What follows belongs to an exercise in optimizing a design on an open flow for small area; a production flow would make more cautious choices. The RTL was checked by simulation tests, not by an equivalence proof against the original design. No activity file was given, so power comes from the tool's default toggle rates.

## flow/run.sh

```bash
#!/bin/bash
# Standard layout, with the smallest buffer on each input and output port
# in place of the default port buffer, and a clock tree without dummy
# loads.
set -euo pipefail
export BUFFER_PORTS_ARGS="-buffer_cell sky130_fd_sc_hd__buf_1"
export CTS_ARGS="-sink_clustering_enable -repair_clock_nets -sink_clustering_size 30 -sink_clustering_max_diameter 100 -buf_list {sky130_fd_sc_hd__clkbuf_8 sky130_fd_sc_hd__clkbuf_16} -dont_use_dummy_load"
bash standard.sh > standard.log 2>&1
```

## standard.sh

```bash
#!/bin/bash
# synth_recipe.tcl (not shown) runs the flow's synth.tcl, then flattens the netlist and writes it again
# the make line also repeats each setting of config.mk as NAME=value (left out here)
make -C /OpenROAD-flow-scripts/flow DESIGN_CONFIG=/design/flow/config.mk WORK_HOME=/design/flow/orfs CLKGATE_MAP_FILE= SYNTH_SCRIPT=/design/flow/synth_recipe.tcl "${@:-finish}"
```

## config.mk

```make
export PLATFORM = sky130hd
export DESIGN_NAME = kfs
export DESIGN_NICKNAME = kfs
export VERILOG_FILES = /design/flow/design.v
export SDC_FILE = /design/flow/constraint.sdc
export NUM_CORES = 4
export LEC_CHECK = 0
export CAP_MARGIN = 20
export CORE_MARGIN = 2
export CORE_UTILIZATION = 50
export PLACE_DENSITY = 0.65
export SLEW_MARGIN = 20
export SYNTH_HIERARCHICAL = 1
```

## constraint.sdc

```tcl
create_clock -name core_clock -period 20.0 [get_ports {clk}]
set_input_delay 4.0000 -clock core_clock [delete_from_list [all_inputs] [get_ports {clk}]]
set_output_delay 4.0000 -clock core_clock [all_outputs]
set_load 0.01 [all_outputs]
```

## design.v

```verilog
module kfs_dpt (
    input  wire [4:0]  d1,           
    input  wire [4:0]  d2,
    input  wire [4:0]  d3,
    input  wire        dp,
    input  wire [2:0]  k,
    output reg  [83:0] dv
);
    function [7:0] hex_char;
        input [3:0] v;
        hex_char = (v < 4'd10) ? {4'h3, v} : (8'h37 + {4'd0, v});
    endfunction
    wire a = d1[4], bq = d2[4], c = dp, e = d3[4];
    wire [7:0] ch1 = {4'h3, d1[3:0]};
    wire [7:0] ch2 = {4'h3, d2[3:0]};
    wire [7:0] ch3 = {4'h3, d3[3:0]};
    wire [7:0] it1 = a ? ch1 : bq ? ch2 : c ? "." : ch3;
    wire [7:0] it2 = a ? (bq ? ch2 : c ? "." : ch3) : bq ? (c ? "." : ch3) : ch3;
    wire [7:0] it3 = (a && bq && c) ? "." : ch3;
    wire       par = a ^ bq ^ e;
    wire [7:0] csh = {6'b001101, ~(par ^ c), ~par};
    wire [7:0] csl = hex_char(4'h9 ^ d1[3:0] ^ d2[3:0] ^ d3[3:0] ^ {c, c, c, 1'b0});
    reg [7:0] t [0:8];
    reg [7:0] s [7:18];
    integer   i;
    always @* begin
        t[0] = ","; t[1] = "0"; t[2] = "."; t[3] = "0"; t[4] = "*";
        t[5] = csh; t[6] = csl; t[7] = 8'h0D; t[8] = 8'h0A;
        s[7] = it1;
        case (k)
            3'd1: begin
                s[8] = t[0]; s[9] = t[1]; s[10] = t[2]; s[11] = t[3]; s[12] = t[4];
                s[13] = t[5]; s[14] = t[6]; s[15] = t[7]; s[16] = t[8];
                s[17] = t[8]; s[18] = t[8];
            end
            3'd2: begin
                s[8] = it2; s[9] = t[0]; s[10] = t[1]; s[11] = t[2]; s[12] = t[3];
                s[13] = t[4]; s[14] = t[5]; s[15] = t[6]; s[16] = t[7];
                s[17] = t[8]; s[18] = t[8];
            end
            3'd3: begin
                s[8] = it2; s[9] = it3; s[10] = t[0]; s[11] = t[1]; s[12] = t[2];
                s[13] = t[3]; s[14] = t[4]; s[15] = t[5]; s[16] = t[6];
                s[17] = t[7]; s[18] = t[8];
            end
            default: begin
                s[8] = it2; s[9] = it3; s[10] = ch3; s[11] = t[0]; s[12] = t[1];
                s[13] = t[2]; s[14] = t[3]; s[15] = t[4]; s[16] = t[5];
                s[17] = t[6]; s[18] = t[7];
            end
        endcase
        for (i = 7; i <= 18; i = i + 1)
            dv[7*(i-7) +: 7] = s[i][6:0];
    end
endmodule
module kfs_rdmux (
    input  wire [511:0] sr,          
    input  wire [5:0]   depth,
    output wire [7:0]   rd
);
    wire [63:0] sel;
    genvar gi, gk;
    generate
        for (gi = 0; gi < 64; gi = gi + 1) begin : g_sel
            assign sel[gi] = (depth == gi);
        end
        for (gk = 0; gk < 8; gk = gk + 1) begin : g_bit
            wire [21:0] t;
            for (gi = 0; gi < 21; gi = gi + 1) begin : g_ao
                kfs_ao3 u_ao (.a(sr[8*(3*gi)+gk]),   .b(sel[3*gi]),
                              .c(sr[8*(3*gi+1)+gk]), .d(sel[3*gi+1]),
                              .e(sr[8*(3*gi+2)+gk]), .f(sel[3*gi+2]), .y(t[gi]));
            end
            assign t[21] = ~(sr[8*63+gk] & sel[63]);
            assign rd[gk] = ~&t;
        end
    endgenerate
endmodule
module kfs_ao3 (
    input  wire a, b, c, d, e, f,
    output wire y
);
    assign y = ~((a & b) | (c & d) | (e & f));
endmodule
module kfs_txt (
    input  wire [43:0] slot,
    input  wire [3:0]  sp,
    input  wire        sg,
    input  wire [1:0]  fk,           
    input  wire        fp,           
    output wire [54:0] tv,
    output wire [3:0]  tlen
);
    wire [10:0] s0, s1, sdot;
    wire [4:2]  s2;
    wire [4:3]  s3;
    wire        s4;
    kfs_txtsel u_sel (.sp(sp), .sg(sg), .fk(fk), .fp(fp),
                      .s0(s0), .s1(s1), .s2(s2), .s3(s3), .s4(s4), .sdot(sdot),
                      .tlen(tlen));
    kfs_txtnib u_nib (.slot(slot), .sg(sg),
                      .s0(s0), .s1(s1), .s2(s2), .s3(s3), .s4(s4), .sdot(sdot),
                      .tv(tv));
endmodule
module kfs_txtsel (
    input  wire [3:0]  sp,
    input  wire        sg,
    input  wire [1:0]  fk,
    input  wire        fp,
    output reg  [10:0] s0,
    output reg  [10:0] s1,
    output reg  [4:2]  s2,
    output reg  [4:3]  s3,
    output reg         s4,
    output reg  [10:0] sdot,
    output reg  [3:0]  tlen
);
    localparam K_V = 2'd0;
    localparam K_I = 2'd1;
    localparam K_P = 2'd2;
    localparam K_E = 2'd3;
    wire [3:0] n     = sp - {3'd0, sg};
    wire       point = (fk == K_V) || (fk == K_I && fp);    
    wire       few   = (n < 4'd4);
    wire       mA    = !point;                   
    wire       mB    = point && !few;            
    wire       mV    = point && few && (fk == K_V);    
    wire       mI    = point && few && (fk == K_I);    
    wire       isP   = (fk == K_P);
    wire       n3    = (n == 4'd3);
    wire       n2    = (n == 4'd2);
    wire [14:0] th;
    genvar g;
    assign th[0] = 1'b1;
    generate
        for (g = 0; g < 14; g = g + 1) begin : g_th
            assign th[g+1] = (sp > g);
        end
    endgenerate
    integer j;
    always @* begin
        for (j = 0; j <= 10; j = j + 1) begin
            s0[j]   = (mA && th[j+1]) || (mB && th[j+4]);
            s1[j]   = mB && !th[j+3];
            sdot[j] = (mA && isP && !th[j+1] && th[j]) ||
                      (mB && !th[j+4] && th[j+3]);
        end
        s0[0]   = s0[0] || (mI && sg);
        sdot[1] = sdot[1] || ((mV || mI) && !sg);
        sdot[2] = sdot[2] || (mI && sg);
        s2[2]   = (mV || (mI && !sg)) && n3;
        s2[3]   = (mV && n3) || (mI && sg && n3);
        s3[3]   = mV && n2;
        s2[4]   = mV && n3;
        s3[4]   = mV && n2;
        s4      = mV && !n3 && !n2;
    end
    wire [3:0] base  = (point && few) ? {3'b010, sg} : sp;
    wire [3:0] delta = (fk == K_P) ? 4'd2 :
                       (fk == K_E) ? 4'd1 :
                       (fk == K_V) ? {3'd0, !fp} :
                                     {4{fp}};
    always @* tlen = base + delta;
endmodule
module kfs_txtnib (
    input  wire [43:0] slot,
    input  wire        sg,
    input  wire [10:0] s0,
    input  wire [10:0] s1,
    input  wire [4:2]  s2,
    input  wire [4:3]  s3,
    input  wire        s4,
    input  wire [10:0] sdot,
    output reg  [54:0] tv
);
    wire [3:0] sl [0:10];
    genvar g;
    generate
        for (g = 0; g <= 10; g = g + 1) begin : g_sl
            assign sl[g] = slot[4*g +: 4];
        end
    endgenerate
    reg [3:0] nib;
    integer   j;
    always @* begin
        for (j = 0; j <= 10; j = j + 1) begin
            nib = ({4{s0[j]}} & sl[j]) |
                  ((j >= 1) ? ({4{s1[j]}} & sl[j >= 1 ? j-1 : 0]) : 4'd0) |
                  ((j >= 2 && j <= 4) ? ({4{s2[j >= 2 && j <= 4 ? j : 2]}} & sl[j >= 2 ? j-2 : 0]) : 4'd0) |
                  ((j >= 3 && j <= 4) ? ({4{s3[j >= 3 && j <= 4 ? j : 3]}} & sl[j >= 3 ? j-3 : 0]) : 4'd0) |
                  ((j == 4) ? ({4{s4}} & sl[0]) : 4'd0) |
                  ({4{sdot[j]}} & 4'hE);
            tv[5*j +: 5] = {(j == 0) ? !sg : !sdot[j], nib};
        end
    end
endmodule
module kfs (
    input  wire         clk,
    input  wire         rst,           
    input  wire         in_valid,
    input  wire [15:0]  in_word,
    input  wire [5:0]   buf_addr,
    output reg  [3:0]   ev,
    output reg          st_ill,
    output wire [3:0]   fs_idx,
    output wire         frame_done,
    output wire         dpt_ok,
    output wire [4:0]   rd_d1,
    output wire [4:0]   rd_d2,
    output wire [4:0]   rd_d3,
    output wire         rd_dp,
    output wire         rd_ind,
    output wire [4:0]   dpt_len,
    output wire [159:0] dpt_out,
    output wire [1:0]   cv_st,
    output wire [6:0]   cv_len,
    output wire [7:0]   cv_sum,
    output wire         cv_hold,
    output wire         cv_trunc,
    output wire [7:0]   buf_rd,
    output wire [1:0]   sc_stat,
    output wire [3:0]   sc_olen,
    output wire [95:0]  sc_out
);
    localparam EV_NONE          = 4'd0;
    localparam EV_FRAME         = 4'd1;
    localparam EV_BAD_DATA      = 4'd2;
    localparam EV_BLOCK_OK      = 4'd3;
    localparam EV_BLOCK_DISCARD = 4'd4;
    localparam EV_SC_DONE       = 4'd5;
    localparam EV_SC_MISSING    = 4'd6;
    localparam EV_SC_BADTOK     = 4'd7;
    localparam EV_ILLEGAL       = 4'd8;
    wire [3:0] op  = in_word[15:12];
    wire       mbz = (in_word[11:8] == 4'd0);
    wire       lo0 = (in_word[7:0] == 8'd0);
    wire [7:0] b   = in_word[7:0];
    wire w_fs_start = mbz && op == 4'h1 && lo0;
    wire w_fs_push  = mbz && op == 4'h2;
    wire w_cv_start = mbz && op == 4'h3 && lo0;
    wire w_cv_push  = mbz && op == 4'h4;
    wire w_sc_clr   = mbz && op == 4'h5 && lo0;
    wire w_sc_push  = mbz && op == 4'h6;
    wire w_sc_fmt   = mbz && op == 4'h7 && in_word[7:4] == 4'd0 && in_word[2] == 1'b0;
    wire w_legal    = w_fs_start | w_fs_push | w_cv_start | w_cv_push |
                      w_sc_clr | w_sc_push | w_sc_fmt;
    wire do_fs_start = in_valid && w_fs_start;
    wire do_fs_push  = in_valid && w_fs_push;
    wire do_cv_start = in_valid && w_cv_start;
    wire do_cv_push  = in_valid && w_cv_push;
    wire do_sc_clr   = in_valid && w_sc_clr;
    wire do_sc_push  = in_valid && w_sc_push;
    wire do_sc_fmt   = in_valid && w_sc_fmt;
    function [4:0] dig2_of;
        input [6:0] v;               
        case (v)
            7'h7E: dig2_of = 5'h10;  7'h30: dig2_of = 5'h11;
            7'h6D: dig2_of = 5'h12;  7'h79: dig2_of = 5'h13;
            7'h33: dig2_of = 5'h14;  7'h5B: dig2_of = 5'h15;
            7'h5F: dig2_of = 5'h16;  7'h70: dig2_of = 5'h17;
            7'h7F: dig2_of = 5'h18;  7'h7B: dig2_of = 5'h19;
            default: dig2_of = 5'h00;
        endcase
    endfunction
    function [4:0] dig3_of;
        input [6:0] v;               
        case (v)
            7'h7E: dig3_of = 5'h10;  7'h30: dig3_of = 5'h11;
            7'h6D: dig3_of = 5'h12;  7'h79: dig3_of = 5'h13;
            7'h33: dig3_of = 5'h14;  7'h5B: dig3_of = 5'h15;
            7'h5F: dig3_of = 5'h16;  7'h70: dig3_of = 5'h17;
            7'h7F: dig3_of = 5'h18;  7'h7B: dig3_of = 5'h19;
            default: dig3_of = 5'h00;
        endcase
    endfunction
    function [2:0] cls_of;
        input [4:0] v;               
        case (v)
            5'h1F: cls_of = 3'd1;    
            5'h0C: cls_of = 3'd2;    
            5'h1B: cls_of = 3'd3;    
            5'h1E: cls_of = 3'd4;    
            5'h16: cls_of = 3'd5;    
            5'h17: cls_of = 3'd6;    
            5'h1C: cls_of = 3'd7;    
            default: cls_of = 3'd0;
        endcase
    endfunction
    function [4:0] dig1_of;
        input [2:0] c;
        input [1:0] t;
        case ({c, t})
            5'b001_10: dig1_of = 5'h10;
            5'b001_11: dig1_of = 5'h18;
            5'b010_00: dig1_of = 5'h11;
            5'b010_11: dig1_of = 5'h14;
            5'b011_01: dig1_of = 5'h12;
            5'b100_01: dig1_of = 5'h13;
            5'b100_11: dig1_of = 5'h19;
            5'b101_11: dig1_of = 5'h15;
            5'b110_11: dig1_of = 5'h16;
            5'b111_00: dig1_of = 5'h17;
            default:   dig1_of = 5'h00;
        endcase
    endfunction
    reg [3:0] fs_i;
    reg [4:0] d1, d2, d3;            
    reg       dp, ind;
    wire [7:0] pre_byte = (fs_i == 4'd0) ? 8'hCE :
                          (fs_i == 4'd1) ? 8'h80 :
                          (fs_i == 4'd2) ? 8'hE0 :
                          (fs_i == 4'd3) ? 8'hF8 : 8'h70;
    wire [4:0] nx_d1   = dig1_of(d1[2:0], b[7:6]);
    wire       nx_emit = ind & (nx_d1[4] | d2[4] | d3[4]);
    wire completing  = do_fs_push && (fs_i == 4'd10);
    wire fs_ev_frame = completing && nx_emit;
    wire fs_ev_bad   = completing && !nx_emit;
    always @(posedge clk) begin
        if (rst || do_fs_start) begin
            fs_i <= 4'd0;
        end else if (do_fs_push) begin
            if (fs_i <= 4'd4) begin
                if (b == pre_byte)
                    fs_i <= fs_i + 4'd1;
                else
                    fs_i <= 4'd0;
            end else if (fs_i <= 4'd10) begin
                fs_i <= fs_i + 4'd1;
            end
        end
    end
    always @(posedge clk) begin
        if (do_fs_push) begin
            case (fs_i)
                4'd5:  begin d2 <= dig2_of(b[7:1]); ind <= b[0]; end
                4'd6:  d3 <= dig3_of({b[7], b[5:0]});
                4'd8:  dp <= b[7];
                4'd9:  d1 <= {2'b00, cls_of({b[5], b[3:0]})};
                4'd10: d1 <= nx_d1;
                default: ;
            endcase
        end
    end
    assign fs_idx     = fs_i;
    assign frame_done = (fs_i == 4'd11);
    assign rd_d1  = d1;
    assign rd_d2  = d2;
    assign rd_d3  = d3;
    assign rd_dp  = dp;
    assign rd_ind = ind;
    assign dpt_ok = frame_done && ind && (d1[4] || d2[4] || d3[4]);
    wire [2:0]  k = {2'b00, d1[4]} + {2'b00, d2[4]} + {2'b00, dp} + {2'b00, d3[4]};
    wire [83:0] dv;                  
    kfs_dpt u_dpt (.d1(d1), .d2(d2), .d3(d3), .dp(dp), .k(k), .dv(dv));
    genvar g;
    assign dpt_out[55:0] = "\054TPDDS$";
    generate
        for (g = 0; g < 12; g = g + 1) begin : g_dpt
            assign dpt_out[8*(g+7) +: 8] = {1'b0, dv[7*g +: 7]};
        end
    endgenerate
    assign dpt_out[159:152] = 8'h0A;
    assign dpt_len = dpt_ok ? {2'b10, k} : 5'd0;
    localparam ST_ACC  = 2'd0;
    localparam ST_CKB  = 2'd1;
    localparam ST_HOLD = 2'd2;
    localparam [63:0] MARK8 = 64'h43_68_65_63_6B_73_75_6D;    
    localparam [7:0]  MARK_LAST = 8'h09;
    reg [1:0]   cst;
    reg [5:0]   clen;                
    reg [7:0]   csum;
    reg         ctrunc;
    reg [511:0] sr;                  
    wire [5:0] cn     = clen + 6'd1;
    wire [7:0] cs     = csum + b;
    wire       at_cap = (clen == 6'd63);
    wire       ended  = (cst == ST_CKB) || at_cap;
    wire       marker = (clen[5:3] != 3'd0) && (sr[63:0] == MARK8) && (b == MARK_LAST);
    wire       active = do_cv_push && (cst != ST_HOLD);
    wire cv_ev_ok      = active && ended && (cs == 8'd0);
    wire cv_ev_discard = active && ended && (cs != 8'd0);
    always @(posedge clk) begin
        if (active)
            sr <= {sr[503:0], b};
    end
    always @(posedge clk) begin
        if (rst || do_cv_start) begin
            cst    <= ST_ACC;
            clen   <= 6'd0;
            csum   <= 8'd0;
            ctrunc <= 1'b0;
        end else if (active) begin
            if (!ended) begin
                clen <= cn;
                csum <= cs;
                if (marker)
                    cst <= ST_CKB;
            end else if (cs == 8'd0) begin
                clen   <= cn;
                csum   <= 8'd0;
                cst    <= ST_HOLD;
                ctrunc <= (cst == ST_ACC);
            end else begin
                clen   <= 6'd0;
                csum   <= 8'd0;
                cst    <= ST_ACC;
                ctrunc <= 1'b0;
            end
        end
    end
    assign cv_st    = cst;
    assign cv_hold  = (cst == ST_HOLD);
    assign cv_len   = {cv_hold && (clen == 6'd0), clen};
    assign cv_sum   = csum;
    assign cv_trunc = ctrunc;
    wire [5:0] depth = clen + ~buf_addr;
    kfs_rdmux u_rd (.sr(sr), .depth(depth), .rd(buf_rd));
    localparam K_I = 2'd1;
    localparam STAT_NONE    = 2'd0;
    localparam STAT_OK      = 2'd1;
    localparam STAT_MISSING = 2'd2;
    localparam STAT_BADTOK  = 2'd3;
    reg [43:0] slot;                 
    reg [3:0]  sp;                   
    reg        sg;                   
    reg        bad;
    reg [1:0]  sst;
    reg [1:0]  fk;                   
    reg        fp;
    wire [3:0] sn       = sp - {3'd0, sg};       
    wire       is_minus = (b == 8'h2D);
    wire       is_digit = (b[7:4] == 4'h3) && (b[3:0] <= 4'd9);
    wire fmt_bad     = bad || (sg && in_word[1:0] != K_I);
    wire fmt_missing = !fmt_bad && (sn == 4'd0);
    wire fmt_ok      = !fmt_bad && !fmt_missing;
    wire sc_ev_done    = do_sc_fmt && fmt_ok;
    wire sc_ev_missing = do_sc_fmt && fmt_missing;
    wire sc_ev_badtok  = do_sc_fmt && fmt_bad;
    wire take = do_sc_push && ((is_minus && sp == 4'd0) || (is_digit && sn != 4'd10));
    integer j;
    always @(posedge clk) begin
        for (j = 0; j < 11; j = j + 1)
            if (take && sp == j)
                slot[4*j +: 4] <= b[3:0];
    end
    always @(posedge clk) begin
        if (rst || do_sc_clr) begin
            sp  <= 4'd0;
            sg  <= 1'b0;
            bad <= 1'b0;
            sst <= STAT_NONE;
        end else if (do_sc_push) begin
            sst <= STAT_NONE;
            if (take) begin
                sp <= sp + 4'd1;
                if (is_minus)
                    sg <= 1'b1;
            end else begin
                bad <= 1'b1;
            end
        end else if (do_sc_fmt) begin
            sst <= fmt_bad ? STAT_BADTOK : fmt_missing ? STAT_MISSING : STAT_OK;
        end
    end
    always @(posedge clk) begin
        if (do_sc_fmt) begin
            fk <= in_word[1:0];
            fp <= in_word[3];
        end
    end
    wire [54:0] tv;                  
    wire [3:0]  tlen;
    kfs_txt u_txt (.slot(slot), .sp(sp), .sg(sg), .fk(fk), .fp(fp), .tv(tv), .tlen(tlen));
    generate
        for (g = 0; g < 11; g = g + 1) begin : g_txt
            assign sc_out[8*g +: 8] = {3'b001, tv[5*g +: 5]};
        end
    endgenerate
    assign sc_out[95:88] = "0";
    assign sc_stat = sst;
    assign sc_olen = (sst == STAT_OK) ? tlen : 4'd0;
    always @(posedge clk) begin
        if (rst) begin
            ev     <= EV_NONE;
            st_ill <= 1'b0;
        end else if (in_valid) begin
            if (!w_legal) begin
                ev     <= EV_ILLEGAL;
                st_ill <= 1'b1;
            end else if (fs_ev_frame)   ev <= EV_FRAME;
            else if (fs_ev_bad)         ev <= EV_BAD_DATA;
            else if (cv_ev_ok)          ev <= EV_BLOCK_OK;
            else if (cv_ev_discard)     ev <= EV_BLOCK_DISCARD;
            else if (sc_ev_done)        ev <= EV_SC_DONE;
            else if (sc_ev_missing)     ev <= EV_SC_MISSING;
            else if (sc_ev_badtok)      ev <= EV_SC_BADTOK;
            else                        ev <= EV_NONE;
        end
    end
endmodule
```

==> run summary <==
==> cell usage in the layout (no fill, tap or decap), drive strengths merged, types with 23 or more instances in the layout <==
cell    instances
edfxtp        576
buf           222
a222oi        173
nor2          160
conb          138
nand2          95
a21oi          62
inv            56
nand4          46
ha             37
o21ai          35
dfxtp          34
nand3          33
xnor2          27
nor3           26
clkbuf         25
a221o          23
==> metrics by stage <==
stage          setup slack, ns  power (W)  utilization [%]  instances
6_report                 7.678   0.002038            53.78       2756
5_1_grt                  7.549   0.002099            53.78       2755
4_1_cts                  7.831   0.002051            53.74       2754
3_5_place_dp             7.832   0.001480            52.55       2729
3_3_place_gp             7.912   0.001479            52.55       2729
2_1_floorplan            8.750   0.001474                -       2013
==> worst max-delay path, cell delays in order <==
cell	delay, ns
buf_1	0.09
inv_1	0.08
ha_1	0.30
a21o_1	0.16
a21oi_1	0.22
o21bai_1	0.10
a21oi_1	0.18
xnor2_1	0.23
nand2b_1	0.67
nor2_1	0.32
a222oi_1	0.51
nand4_1	0.27
or4_1	0.58
a2111o_1	0.45
buf_1	0.15
==> layer usage <==
layer / vias to the layer above / routed length, um / track usage (%) / share of wire [%]
met5: - / 0 / 0 / 0
met4: 0 / 1688 / 5.868 / 2.4
met3: 81 / 6161 / 3.647 / 8.9
met2: 1071 / 31370 / 36.55 / 45
met1: 8806 / 30070 / 36.07 / 43
li1: 7718 / - / - / -
==> area by class of cell <==
| type | instances | area [um^2] |
|---|---|---|
| Tap cell | 688 | 860.8 |
| Inverter | 61 | 255.2 |
| Fill cell | 4382 | 24380 |
| Antenna cell | 1 | 2.502 |
| Timing Repair Buffer | 222 | 902.1 |
| Sequential cell | 610 | 17980 |
| Multi-Input combinational cell | 1149 | 7754 |
| Clock buffer | 25 | 625.6 |
==> flip-flops by register name (all words and copies together) (netlist names) <==
| name | count |
|---|---|
| fp | 1 |
| sr | 512 |
| slot | 44 |
| fs_i | 4 |
| bad | 1 |
| cst | 2 |
| sg | 1 |
| clen | 6 |
| d2 | 5 |
| d1 | 5 |
| d3 | 5 |
| sp | 4 |
| st_ill | 1 |
| ctrunc | 1 |
| ev | 4 |
| csum | 8 |
| dp | 1 |
| sst | 2 |
| ind | 1 |
| fk | 2 |
==> power by group through the flow <==
stage | clock [W] | sequential (W) | combinational (W)
global route | 0.000641 | 0.00138 | 0.0000818
CTS | 0.000600 | 0.00138 | 0.0000749
global placement | 0 | 0.00141 | 0.0000737
detailed placement | 0 | 0.00141 | 0.0000747
finish | 0.000586 | 0.00138 | 0.0000761
floorplan | 0 | 0.00141 | 0.0000684
==> path summary, 6_finish.rpt <==
kind	start	to	slack [ns]	cells past startpoint
hold reg to reg	sr[303]$_DFFE_PP_	sr[311]$_DFFE_PP_	0.44	0
setup / recovery	buf_addr[1]	buf_rd[2]	7.68	15
hold / removal	sr[303]$_DFFE_PP_	sr[311]$_DFFE_PP_	0.44	0
setup reg to reg	cst[1]$_SDFFE_PP0P_	sr[223]$_DFFE_PP_	16.08	6
==> results.cfg <==
[sta]
rsz0062_at_grt = no
timing.final.hold_violations = 0
clock_skew_ns = 0.05854
max_freq_mhz = 81.16
holdWs_ns = 0.4428
period_share_pct = 61.61
max_slew.worst_pin.slew_ns = 1.051
slew_violations = 0
setup_viol_count_final = 0
slew_headroom_pct = 29.95
min_period_ns = 12.32
setup_tns_ns = 0

[power]
p_int_w = 0.001622
power_density_nw_per_um2 = 71.82
peakVddDrop_mv = 0.05877
p_clk_share_pct = 28.7
swShare_pct = 20.43
power_leakage_nw = 8.991
combPwrFrac_pct = 3.7
p_switching_w = 0.0004164
seqPwrFrac_pct = 67.5

[routing]
drc = 0
first_pass_iters = 11
first_iter_violations = 3296
wl_per_cell_um = 25.14
via_per_inst = 6.414
vias = 17676
wl_um = 69280
ant_nets = 0

[worst_setup_path]
crit_fanout = 16
worst-setup-path-type = input pin to output port
endpoint_kind = output port
cp.required_ns = 16.00
critPathLaunchType = input pin
worstPathArrival_ns = 8.32

[final_layout]
layout-area-overhead-vs-synth_pct = 6.070
nets = 2135
stdcell_area_um2 = 28380
drive_gt1_share_pct = 4.403

[clocking]
post-cts-setup-buffer-count = 0
cts_root_buffer = clkbuf_16
clk_path_buf_depth = 3
htree_levels = 1
cts_made_buffers = 25
cts_hold_buf = 0
insertion_delay_ns = 0.61
cts.sinks = 610
ctsResizeCount = 0
clkTransAtPathRegs_ns = 0.11
cts_tree = yes

[logic_synthesis]
syn_area_um2 = 26750
syn_inst = 1879
avgSynthCellArea_um2 = 14.24
yosys_warnings = 12

[status]
status = timing/DRC/antenna clean

[grt]
grt_overflow = 0
antenna_found_initial = 2
grt_max_degree = 185
grtUsageTotal_pct = 23.90
grt_pass1_wl_um = 102700
grt_pass1_vias = 16055

[die]
fp.dieArea_um2 = 55370
die_h_um = 235.3
die_x_um = 235.3
start_util_pct = 50.71
num_rows = 84
pin_count = 347
core_area_um2 = 52760

[placed_design]
io_buffers = 208
placed_cell_area_um2 = 27730
gp_congestion = 0.9693
dp_hpwl_um = 49450

[hold_path]
worstHoldPathType = flop to flop

[run]
cap_violations = 0

-- separate check: timing with driven ports --
How much do the figures lean on ideal ports? The routed layout below was timed once more, with nothing changed but the port constraints.
Step 1: set_driving_cell puts a clkbuf_16 on clk and a buf_2 on each other input, an assumption about the parent block.
Step 2 times the ports against the registers' clock, not the clock port: input delays grow and output delays shrink by t, the midpoint of the rising clock arrivals with the driver on.
a / b / c = ideal ports / drivers / drivers and shift; a / b = the first two.
shift t [ns]: 0.643
slack for setup (ns): 7.678 / 7.652 / 7.652
cell pins on the clock port's net: 1
After both steps this run still meets setup and hold. The setup slack of this run moves by -0.026 ns with the drivers and by -0.026 ns with both steps.
